What follows belongs to an exercise in optimizing a design on an open flow for small area, a short achievable clock period and few clock cycles; a production flow would make more cautious choices.
In this exercise RTL edits were held to simulation tests only and were not proved equivalent to the original.
No activity file was given, so power comes from the tool's default toggle rates.

==> 05-14: inputs <==
## ca_engine
module ca_engine (
    input  wire        clk,
    input  wire        rst,         
    input  wire        cmd_valid,
    output wire        cmd_ready,
    input  wire [31:0] cmd,
    output reg         rsp_valid,
    output reg  [3:0]  rsp_err,
    output reg  [31:0] rsp_data
);
clock: 5.0 ns
lec_check: 0
cap_margin: 20
core_margin: 2
core_utilization: 55
cts_cluster_diameter: 200
cts_cluster_size: 20
place_density: 0.7
setup_slack_margin: 2.45
slew_margin: 20
run.sh (not shown) runs the stock make flow with config.mk's settings and CLKGATE_MAP_FILE= SYNTH_SCRIPT=/design/flow/synth_recipe.tcl, a recipe that flattens the netlist after the stock synthesis.
==> inputs of 09-21, as changes to 05-14 <==
--- a/flow/design.v
+++ b/flow/design.v
@@ -116,13 +116,13 @@
     reg        lag_v, lag_bc, lag_last, lag_step, ext1_q;
     reg [7:0]  lag_x;
     reg        sd;              
     reg [3:0]  seed_t;
     reg [5:0]  base_q;          
     reg [5:0]  end_q;           
-    reg [5:0]  kl_q;            
+    reg [47:0] pinit;           
     reg [4:0]  kw_idx;          
     reg        kw_v, kw_bit;
     reg        nz_q;            
     reg [47:0] ptr;
     reg [7:0]  inj_q;
     reg        rc_act;          
@@ -133,12 +133,13 @@
     reg        rr_act;          
     reg [1:0]  rr_lay;
     reg        bulk_q;          
     reg        zero_p;          
     reg        eq0_q;           
     reg        eqp1_q;          
+    reg [31:0] outp1_q;         
     wire d_gen     = d_step | d_gen8;
     wire rc_last   = (rc_t == 7'd101);
     wire ovl_seed = sd & seed_last;
     wire ovl_ok   = v_q & d_gen & seeded & ((ovl_gen & ~eqp1_q) | (ovl_seed & ~eq0_q));
     wire consume_idle = v_q & idle_q;
     wire consume      = consume_idle | ovl_ok;
@@ -283,16 +284,12 @@
             end
         end
     endgenerate
     wire ext  = rows[CTR] ^ rows[W + CTR] ^ rows[2*W + CTR] ^ rows[3*W + CTR];
     wire ext1 = mid[CTR] ^ mid[W + CTR] ^ mid[2*W + CTR] ^ mid[3*W + CTR];
     wire [7:0] acc_nx = (G == 1 || lag_step) ? {acc[6:0], ext} : {acc[5:0], ext1_q, ext};
-    wire eq_lo     = (len[15:0]  == outcnt[15:0]);
-    wire eq_hi     = (len[31:16] == outcnt[31:16]);
-    wire eq_lo_imm = (c_q[15:0]  == outcnt[15:0]);
-    wire eq_hi_imm = (c_q[15:0]  == outcnt[31:16]);
     wire [3:0] bit_sum = {1'b0, bitcnt} + (cur_step ? 4'd1 : G);
     integer s;
     always @(posedge clk) begin
         rows <= rows_d;
         if (ready_q) begin
             c_q      <= cmd;
@@ -359,14 +356,15 @@
                     rsb[l*3 +: 3] <= sinc2(rsb[l*3 +: 3], slen[l*4 +: 4]);
                 end
             end
         end
         if (gen_cnt != 4'd0) begin
             bitcnt <= bit_sum[2:0];
-            if (bit_sum[3]) outcnt <= outcnt + 32'd1;
+            if (bit_sum[3]) outcnt <= outp1_q;
         end
+        outp1_q  <= outcnt + 32'd1;
         lag_v    <= ~rst & (gen_cnt != 4'd0);
         lag_bc   <= bit_sum[3];
         lag_last <= (gen_cnt == 4'd1);
         lag_step <= cur_step;
         lag_x    <= cur_x;
         ext1_q   <= ext1;
@@ -394,25 +392,25 @@
         if (rst)
             sd <= 1'b0;
         else if (start_seed)
             sd <= 1'b1;
         else if (seed_last)
             sd <= 1'b0;
+        pinit <= {pmod(7'd88, stream, klen), pmod(7'd78, stream, klen),
+                  pmod(7'd65, stream, klen), pmod(7'd52, stream, klen),
+                  pmod(7'd39, stream, klen), pmod(7'd26, stream, klen),
+                  pmod(7'd13, stream, klen), stream ? 6'd0 : 6'd9};
         if (start_seed) begin
             seed_t <= 4'd0;
             base_q <= stream ? 6'd0 : 6'd9;
             end_q  <= klen + 6'd9;
-            kl_q   <= klen;
             nz_q   <= stream | (klen != 6'd0);
         end else if (sd) begin
             seed_t <= seed_t + 4'd1;
             if (seed_t == 4'd0)
-                ptr <= {pmod(7'd88, stream, kl_q), pmod(7'd78, stream, kl_q),
-                        pmod(7'd65, stream, kl_q), pmod(7'd52, stream, kl_q),
-                        pmod(7'd39, stream, kl_q), pmod(7'd26, stream, kl_q),
-                        pmod(7'd13, stream, kl_q), base_q};
+                ptr <= pinit;
             for (s = 0; s < 8; s = s + 1) begin
                 if (seed_t != 4'd0)
                     ptr[s*6 +: 6] <= (ptr[s*6 +: 6] + 6'd1 == end_q) ? base_q : ptr[s*6 +: 6] + 6'd1;
                 inj_q[s] <= nz_q ? ekey[ptr[s*6 +: 6]] : ((s == 3) && (seed_t == 4'd12));
             end
         end
@@ -437,15 +435,19 @@
             rsa    <= {4{c_q[10:8]}};
         end
         if (rr_act)
             rsa <= rsv;
         bulk_q <= rst | soft_reset;
         zero_p <= bulk_q;
-        eq0_q  <= ((consume_idle & d_lenlo) ? eq_lo_imm : eq_lo) &
-                  ((consume_idle & d_lenhi) ? eq_hi_imm : eq_hi);
-        eqp1_q <= (len == outcnt + 32'd1);
+        if (consume_idle & d_lenlo)
+            eq0_q <= ({len[31:16], c_q[15:0]} == outcnt);
+        else if (consume_idle & d_lenhi)
+            eq0_q <= ({c_q[15:0], len[15:0]} == outcnt);
+        else
+            eq0_q <= (len == outcnt);
+        eqp1_q <= (len == outp1_q);
         kw_v   <= consume_idle & ok_push;
         kw_idx <= klen[4:0];
         kw_bit <= c_q[0];
         if (kw_v) keypar[kw_idx] <= kw_bit;
         if (consume_idle) begin
             if (d_cfg | ok_push) seeded <= 1'b0;
==> flow/config.mk (replaced) <==
export PLATFORM = sky130hd
export DESIGN_NAME = ca_engine
export DESIGN_NICKNAME = ca_engine
export VERILOG_FILES = /design/flow/design.v
export SDC_FILE = /design/flow/constraint.sdc
export NUM_CORES = 4
export LEC_CHECK = 0
export CAP_MARGIN = 20
export CORE_MARGIN = 2
export CORE_UTILIZATION = 40
export PLACE_DENSITY = 0.6
export SETUP_SLACK_MARGIN = 2.3
export SLEW_MARGIN = 20
==> inputs of 02-17, as changes to 05-14 <==
--- a/flow/design.v
+++ b/flow/design.v
@@ -113,12 +113,13 @@
     reg [11:0] rsv;             
     reg        cur_step;
     reg [7:0]  cur_x;
     reg        lag_v, lag_bc, lag_last, lag_step, ext1_q;
     reg [7:0]  lag_x;
     reg        sd;              
+    reg        inj_on;          
     reg [3:0]  seed_t;
     reg [5:0]  base_q;          
     reg [5:0]  end_q;           
     reg [5:0]  kl_q;            
     reg [4:0]  kw_idx;          
     reg        kw_v, kw_bit;
@@ -128,12 +129,14 @@
     reg        rc_act;          
     reg [6:0]  rc_t;
     reg [6:0]  rc_idx;
     reg [1:0]  rc_lay;
     reg        rc_bit;
     reg        rr_act;          
+    reg        rr_act2;         
+    reg [7:0]  rr_q;
     reg [1:0]  rr_lay;
     reg        bulk_q;          
     reg        zero_p;          
     reg        eq0_q;           
     reg        eqp1_q;          
     wire d_gen     = d_step | d_gen8;
@@ -147,13 +150,13 @@
     wire start_seed = consume_idle & d_start;
     wire start_rc   = consume_idle & d_cell;
     wire start_rr   = consume_idle & d_rrule;
     wire soft_reset = consume_idle & d_reset;
     wire ok_push    = d_push & ~klen[5];
     wire idle_next = ~rst & ~bulk_q & (gen_cnt == 4'd0) & ~(sd & ~seed_last) &
-                     ~(rc_act & ~rc_last) & ~(consume & d_multi);
+                     ~(rc_act & ~rc_last) & ~rr_act & ~(consume & d_multi);
     wire v_q_d     = ~rst & (accept | (v_q & ~consume));
     wire er_ovf   = d_push & klen[5];
     wire er_state = d_gen & ~seeded;
     wire er_done  = d_gen & seeded & eq0_q;
     wire er_align = d_gen8 & seeded & ~eq0_q & (bitcnt != 3'd0);
     wire [3:0] c_err = {1'b0,
@@ -249,40 +252,35 @@
         begin
             seg_of_top = -1;
             for (s = 0; s < 8; s = s + 1)
                 if (seg_top(s) == i) seg_of_top = s;
         end
     endfunction
-    wire inj_on = sd & (seed_t > 4'd1);
     wire [4*W-1:0] mid;         
     wire [4*W-1:0] fin;         
     wire [4*W-1:0] rows_d;
     genvar gl, gi;
     generate
         for (gl = 0; gl < 4; gl = gl + 1) begin : LAY
             for (gi = 0; gi < W; gi = gi + 1) begin : MIDC
-                wire [2:0] p = {rows[gl*W + ((gi + W - 1) % W)],
-                                rows[gl*W + gi],
-                                rows[gl*W + ((gi + 1) % W)]};
+                wire rn = (seg_of_top(gi) >= 0) ? (inj_on ? inj_q[seg_of_top(gi) & 7]
+                                                          : rows[gl*W + ((gi + 1) % W)])
+                                                : rows[gl*W + ((gi + 1) % W)];
+                wire [2:0] p = {rows[gl*W + ((gi + W - 1) % W)], rows[gl*W + gi], rn};
                 assign mid[gl*W + gi] = arule[gl*8 + p];
             end
             for (gi = 0; gi < W; gi = gi + 1) begin : CELL
                 if (G == 2) begin : TWO
                     wire [2:0] q = {mid[gl*W + ((gi + W - 1) % W)],
                                     mid[gl*W + gi],
                                     mid[gl*W + ((gi + 1) % W)]};
                     assign fin[gl*W + gi] = arule2[gl*8 + q];
                 end else begin : ONE
                     assign fin[gl*W + gi] = mid[gl*W + gi];
                 end
-                if (seg_of_top(gi) >= 0) begin : TOP
-                    assign rows_d[gl*W + gi] = inj_on ? (inj_q[seg_of_top(gi)] & lact[gl])
-                                                      : fin[gl*W + gi];
-                end else begin : MID
-                    assign rows_d[gl*W + gi] = fin[gl*W + gi];
-                end
+                assign rows_d[gl*W + gi] = fin[gl*W + gi];
             end
         end
     endgenerate
     wire ext  = rows[CTR] ^ rows[W + CTR] ^ rows[2*W + CTR] ^ rows[3*W + CTR];
     wire ext1 = mid[CTR] ^ mid[W + CTR] ^ mid[2*W + CTR] ^ mid[3*W + CTR];
     wire [7:0] acc_nx = (G == 1 || lag_step) ? {acc[6:0], ext} : {acc[5:0], ext1_q, ext};
@@ -394,31 +392,32 @@
         if (rst)
             sd <= 1'b0;
         else if (start_seed)
             sd <= 1'b1;
         else if (seed_last)
             sd <= 1'b0;
+        inj_on <= ~rst & sd & ~seed_last & (seed_t != 4'd0);
         if (start_seed) begin
             seed_t <= 4'd0;
             base_q <= stream ? 6'd0 : 6'd9;
             end_q  <= klen + 6'd9;
             kl_q   <= klen;
             nz_q   <= stream | (klen != 6'd0);
         end else if (sd) begin
             seed_t <= seed_t + 4'd1;
-            if (seed_t == 4'd0)
-                ptr <= {pmod(7'd88, stream, kl_q), pmod(7'd78, stream, kl_q),
-                        pmod(7'd65, stream, kl_q), pmod(7'd52, stream, kl_q),
-                        pmod(7'd39, stream, kl_q), pmod(7'd26, stream, kl_q),
-                        pmod(7'd13, stream, kl_q), base_q};
-            for (s = 0; s < 8; s = s + 1) begin
-                if (seed_t != 4'd0)
-                    ptr[s*6 +: 6] <= (ptr[s*6 +: 6] + 6'd1 == end_q) ? base_q : ptr[s*6 +: 6] + 6'd1;
-                inj_q[s] <= nz_q ? ekey[ptr[s*6 +: 6]] : ((s == 3) && (seed_t == 4'd12));
-            end
         end
+        if (sd & (seed_t == 4'd0))
+            ptr <= {pmod(7'd88, stream, kl_q), pmod(7'd78, stream, kl_q),
+                    pmod(7'd65, stream, kl_q), pmod(7'd52, stream, kl_q),
+                    pmod(7'd39, stream, kl_q), pmod(7'd26, stream, kl_q),
+                    pmod(7'd13, stream, kl_q), base_q};
+        else
+            for (s = 0; s < 8; s = s + 1)
+                ptr[s*6 +: 6] <= (ptr[s*6 +: 6] + 6'd1 == end_q) ? base_q : ptr[s*6 +: 6] + 6'd1;
+        for (s = 0; s < 8; s = s + 1)
+            inj_q[s] <= nz_q ? ekey[ptr[s*6 +: 6]] : ((s == 3) && (seed_t == 4'd12));
         if (rst)
             rc_act <= 1'b0;
         else if (start_rc)
             rc_act <= 1'b1;
         else if (rc_last)
             rc_act <= 1'b0;
@@ -427,13 +426,15 @@
             rc_idx <= c_q[6:0];
             rc_lay <= c_q[17:16];
         end else if (rc_act) begin
             rc_t <= rc_t + 7'd1;
             if (rc_t == rc_idx) rc_bit <= rows[rc_lay*W];
         end
-        rr_act <= ~rst & start_rr;
+        rr_act  <= ~rst & start_rr;
+        rr_act2 <= ~rst & rr_act;
+        if (rr_act) rr_q <= rdrule;
         if (start_rr) begin
             rr_lay <= c_q[17:16];
             rsv    <= rsa;
             rsa    <= {4{c_q[10:8]}};
         end
         if (rr_act)
@@ -476,19 +477,19 @@
             if (d_rng)    errs[1] <= 1'b1;
             if (er_ovf)   errs[2] <= 1'b1;
             if (er_state) errs[3] <= 1'b1;
             if (er_done)  errs[4] <= 1'b1;
             if (er_align) errs[5] <= 1'b1;
         end
-        rsp_valid <= ~rst & (resp_now | (lag_v & lag_last) | rr_act | (rc_act & rc_last));
+        rsp_valid <= ~rst & (resp_now | (lag_v & lag_last) | rr_act2 | (rc_act & rc_last));
         if (lag_v & lag_last) begin
             rsp_err  <= 4'd0;
             rsp_data <= lag_step ? {30'd0, lag_bc, ext} : {24'd0, acc_nx ^ lag_x};
-        end else if (rr_act) begin
+        end else if (rr_act2) begin
             rsp_err  <= 4'd0;
-            rsp_data <= {19'd0, 1'b0, slen[rr_lay*4 +: 4], rdrule};
+            rsp_data <= {19'd0, 1'b0, slen[rr_lay*4 +: 4], rr_q};
         end else if (rc_act) begin
             rsp_err  <= 4'd0;
             rsp_data <= {31'd0, rc_bit};
         end else begin
             rsp_err  <= c_err;
             rsp_data <= c_data;
@@ -509,9 +510,10 @@
             bitcnt  <= 3'd0;
             errs    <= 6'd0;
             gen_cnt <= 4'd0;
             sd      <= 1'b0;
             rc_act  <= 1'b0;
             rr_act  <= 1'b0;
+            rr_act2 <= 1'b0;
         end
     end
 endmodule
==> inputs of 09-09, as changes to 05-14 <==
--- a/flow/design.v
+++ b/flow/design.v
@@ -5,13 +5,13 @@
     output wire        cmd_ready,
     input  wire [31:0] cmd,
     output reg         rsp_valid,
     output reg  [3:0]  rsp_err,
     output reg  [31:0] rsp_data
 );
-    localparam integer G    = 2;       
+    localparam integer G    = 1;       
     localparam integer W    = 101;
     localparam integer CTR  = 50;
     localparam [8:0] TAG_PAR = 9'b111101010;
     localparam [7:0] OP_SETMODE = 8'h10;
     localparam [7:0] OP_SETNL   = 8'h11;
     localparam [7:0] OP_SETSL   = 8'h12;
@@ -116,13 +116,13 @@
     reg        lag_v, lag_bc, lag_last, lag_step, ext1_q;
     reg [7:0]  lag_x;
     reg        sd;              
     reg [3:0]  seed_t;
     reg [5:0]  base_q;          
     reg [5:0]  end_q;           
-    reg [5:0]  kl_q;            
+    reg [47:0] pinit;           
     reg [4:0]  kw_idx;          
     reg        kw_v, kw_bit;
     reg        nz_q;            
     reg [47:0] ptr;
     reg [7:0]  inj_q;
     reg        rc_act;          
@@ -133,12 +133,13 @@
     reg        rr_act;          
     reg [1:0]  rr_lay;
     reg        bulk_q;          
     reg        zero_p;          
     reg        eq0_q;           
     reg        eqp1_q;          
+    reg [31:0] outp1_q;         
     wire d_gen     = d_step | d_gen8;
     wire rc_last   = (rc_t == 7'd101);
     wire ovl_seed = sd & seed_last;
     wire ovl_ok   = v_q & d_gen & seeded & ((ovl_gen & ~eqp1_q) | (ovl_seed & ~eq0_q));
     wire consume_idle = v_q & idle_q;
     wire consume      = consume_idle | ovl_ok;
@@ -283,16 +284,12 @@
             end
         end
     endgenerate
     wire ext  = rows[CTR] ^ rows[W + CTR] ^ rows[2*W + CTR] ^ rows[3*W + CTR];
     wire ext1 = mid[CTR] ^ mid[W + CTR] ^ mid[2*W + CTR] ^ mid[3*W + CTR];
     wire [7:0] acc_nx = (G == 1 || lag_step) ? {acc[6:0], ext} : {acc[5:0], ext1_q, ext};
-    wire eq_lo     = (len[15:0]  == outcnt[15:0]);
-    wire eq_hi     = (len[31:16] == outcnt[31:16]);
-    wire eq_lo_imm = (c_q[15:0]  == outcnt[15:0]);
-    wire eq_hi_imm = (c_q[15:0]  == outcnt[31:16]);
     wire [3:0] bit_sum = {1'b0, bitcnt} + (cur_step ? 4'd1 : G);
     integer s;
     always @(posedge clk) begin
         rows <= rows_d;
         if (ready_q) begin
             c_q      <= cmd;
@@ -359,14 +356,15 @@
                     rsb[l*3 +: 3] <= sinc2(rsb[l*3 +: 3], slen[l*4 +: 4]);
                 end
             end
         end
         if (gen_cnt != 4'd0) begin
             bitcnt <= bit_sum[2:0];
-            if (bit_sum[3]) outcnt <= outcnt + 32'd1;
+            if (bit_sum[3]) outcnt <= outp1_q;
         end
+        outp1_q  <= outcnt + 32'd1;
         lag_v    <= ~rst & (gen_cnt != 4'd0);
         lag_bc   <= bit_sum[3];
         lag_last <= (gen_cnt == 4'd1);
         lag_step <= cur_step;
         lag_x    <= cur_x;
         ext1_q   <= ext1;
@@ -394,25 +392,25 @@
         if (rst)
             sd <= 1'b0;
         else if (start_seed)
             sd <= 1'b1;
         else if (seed_last)
             sd <= 1'b0;
+        pinit <= {pmod(7'd88, stream, klen), pmod(7'd78, stream, klen),
+                  pmod(7'd65, stream, klen), pmod(7'd52, stream, klen),
+                  pmod(7'd39, stream, klen), pmod(7'd26, stream, klen),
+                  pmod(7'd13, stream, klen), stream ? 6'd0 : 6'd9};
         if (start_seed) begin
             seed_t <= 4'd0;
             base_q <= stream ? 6'd0 : 6'd9;
             end_q  <= klen + 6'd9;
-            kl_q   <= klen;
             nz_q   <= stream | (klen != 6'd0);
         end else if (sd) begin
             seed_t <= seed_t + 4'd1;
             if (seed_t == 4'd0)
-                ptr <= {pmod(7'd88, stream, kl_q), pmod(7'd78, stream, kl_q),
-                        pmod(7'd65, stream, kl_q), pmod(7'd52, stream, kl_q),
-                        pmod(7'd39, stream, kl_q), pmod(7'd26, stream, kl_q),
-                        pmod(7'd13, stream, kl_q), base_q};
+                ptr <= pinit;
             for (s = 0; s < 8; s = s + 1) begin
                 if (seed_t != 4'd0)
                     ptr[s*6 +: 6] <= (ptr[s*6 +: 6] + 6'd1 == end_q) ? base_q : ptr[s*6 +: 6] + 6'd1;
                 inj_q[s] <= nz_q ? ekey[ptr[s*6 +: 6]] : ((s == 3) && (seed_t == 4'd12));
             end
         end
@@ -437,15 +435,19 @@
             rsa    <= {4{c_q[10:8]}};
         end
         if (rr_act)
             rsa <= rsv;
         bulk_q <= rst | soft_reset;
         zero_p <= bulk_q;
-        eq0_q  <= ((consume_idle & d_lenlo) ? eq_lo_imm : eq_lo) &
-                  ((consume_idle & d_lenhi) ? eq_hi_imm : eq_hi);
-        eqp1_q <= (len == outcnt + 32'd1);
+        if (consume_idle & d_lenlo)
+            eq0_q <= ({len[31:16], c_q[15:0]} == outcnt);
+        else if (consume_idle & d_lenhi)
+            eq0_q <= ({c_q[15:0], len[15:0]} == outcnt);
+        else
+            eq0_q <= (len == outcnt);
+        eqp1_q <= (len == outp1_q);
         kw_v   <= consume_idle & ok_push;
         kw_idx <= klen[4:0];
         kw_bit <= c_q[0];
         if (kw_v) keypar[kw_idx] <= kw_bit;
         if (consume_idle) begin
             if (d_cfg | ok_push) seeded <= 1'b0;
==> flow/config.mk (replaced) <==
export PLATFORM = sky130hd
export DESIGN_NAME = ca_engine
export DESIGN_NICKNAME = ca_engine
export VERILOG_FILES = /design/flow/design.v
export SDC_FILE = /design/flow/constraint.sdc
export NUM_CORES = 4
export LEC_CHECK = 0
export CAP_MARGIN = 20
export CORE_MARGIN = 2
export CORE_UTILIZATION = 40
export PLACE_DENSITY = 0.6
export SETUP_SLACK_MARGIN = 2.6
export SLEW_MARGIN = 20
==> qor summary <==
|  | 09-21 | 02-17 | 09-09 | 05-14 |
|---|---|---|---|---|
| Run status | complete, no violations | complete, no violations | complete, no violations | complete, no violations |
| Power of the combinational group | 0.00590 W | 0.0107 W | 0.00170 W | 0.00680 W |
| Tap Count | 3570 | 2526 | 2480 | 2511 |
| Worst path bufs/invs | 0 | 1 | 5 | 2 |
| Signal buf overhead | 0.03648 | 0.05848 | 0.05069 | 0.06169 |
| Core box area | 270800 µm² | 192200 µm² | 185000 µm² | 190600 µm² |
| Power of the sequential group | 0.0113 W | 0.0124 W | 0.0102 W | 0.0106 W |
| Worst hold slack after final layout | 0.3380 ns | 0.3304 ns | 0.3439 ns | 0.3471 ns |
| Amount of wire on met2 after detailed routing | 164000 µm | 164700 µm | 114700 µm | 160100 µm |
| Horiz. Die Dim | 525.7 µm | 443.4 µm | 434.9 µm | 442.4 µm |
| Fraction of area in registers | 0.2202 | 0.2162 | 0.2975 | 0.2166 |
| Origin of the worst setup path | rsa[10] | kl_q[5] | klen[1] | kl_q[1] |
| Number of resized instances in the post-cts repair step | 399 | 476 | 520 | 553 |
| Power density of the placed cells | 239.9 nW/µm² | 256.1 nW/µm² | 260.7 nW/µm² | 204.0 nW/µm² |
| Synthesized Nets | 10624 | 10558 | 6696 | 10568 |
| Standard cell with the maximum stage delay on the critical path | sky130_fd_sc_hd__dfxtp_2 | sky130_fd_sc_hd__o32ai_1 | sky130_fd_sc_hd__o21ai_1 | sky130_fd_sc_hd__nor3_1 |
| Die ar. | 276300 µm² | 196600 µm² | 189100 µm² | 195700 µm² |
| Post-route cell area | 119500 µm² | 114800 µm² | 85680 µm² | 115700 µm² |
| Metal-1 WL | 146400 µm | 133500 µm | 93050 µm | 130500 µm |
| Hold EP | lag_x[0] | lag_x[4] | lag_x[6] | lag_x[7] |
| Height of the die | 525.7 µm | 443.4 µm | 434.9 µm | 442.4 µm |
| Met1 Track Usage GR | 0.3385 | 0.4531 | 0.3152 | 0.4505 |
| Seq pwr share | 0.396 | 0.423 | 0.457 | 0.448 |
| Multiplexer area fraction after synthesis | 0.4511 | 0.4488 | 0.3668 | 0.4500 |
| Minimum clock period | 2.792 ns | 2.567 ns | 2.595 ns | 2.655 ns |
| Sw Ratio | 0.3234 | 0.3934 | 0.2673 | 0.3527 |
Testbench counts of 05-14, summed over its fixed seeds: cycles 7,700.
Testbench counts of 09-21, summed over its fixed seeds: cycles 7,700.
Testbench counts of 02-17, summed over its fixed seeds: cycles 7,700.
Testbench counts of 09-09, summed over its fixed seeds: cycles 13,528.

==> port drivers added, routing unchanged <==
How much do the figures lean on ideal ports? The routed layouts below were timed once more, with nothing changed but the port constraints. Step 1 sets driving cells, clkbuf_16 on the clock port and buf_2 on the other inputs (assumed; they add their load-dependent delay and slew). Step 2 times the ports against the registers' clock, not the clock port: input delays grow and output delays shrink by t, the midpoint of the rising clock arrivals with the driver on. Slacks: ideal / step 1 / step 2; pairs: ideal / step 1.
run | t (ns) | setup slack, ns | clock arrival spread, ns
05-14 | 0.820 | 2.345 / 2.345 / 1.648 | 0.039 / 0.038
09-21 | 0.918 | 2.208 / 2.208 / 1.500 | 0.054 / 0.055
02-17 | 0.837 | 2.433 / 2.416 / 1.579 | 0.061 / 0.061
09-09 | 0.889 | 2.405 / 2.405 / 1.680 | 0.066 / 0.067
After both steps every run listed still meets setup and hold. The setup slack of 02-17, which loses most, moves by -0.017 ns with the drivers and by -0.854 ns with both steps.
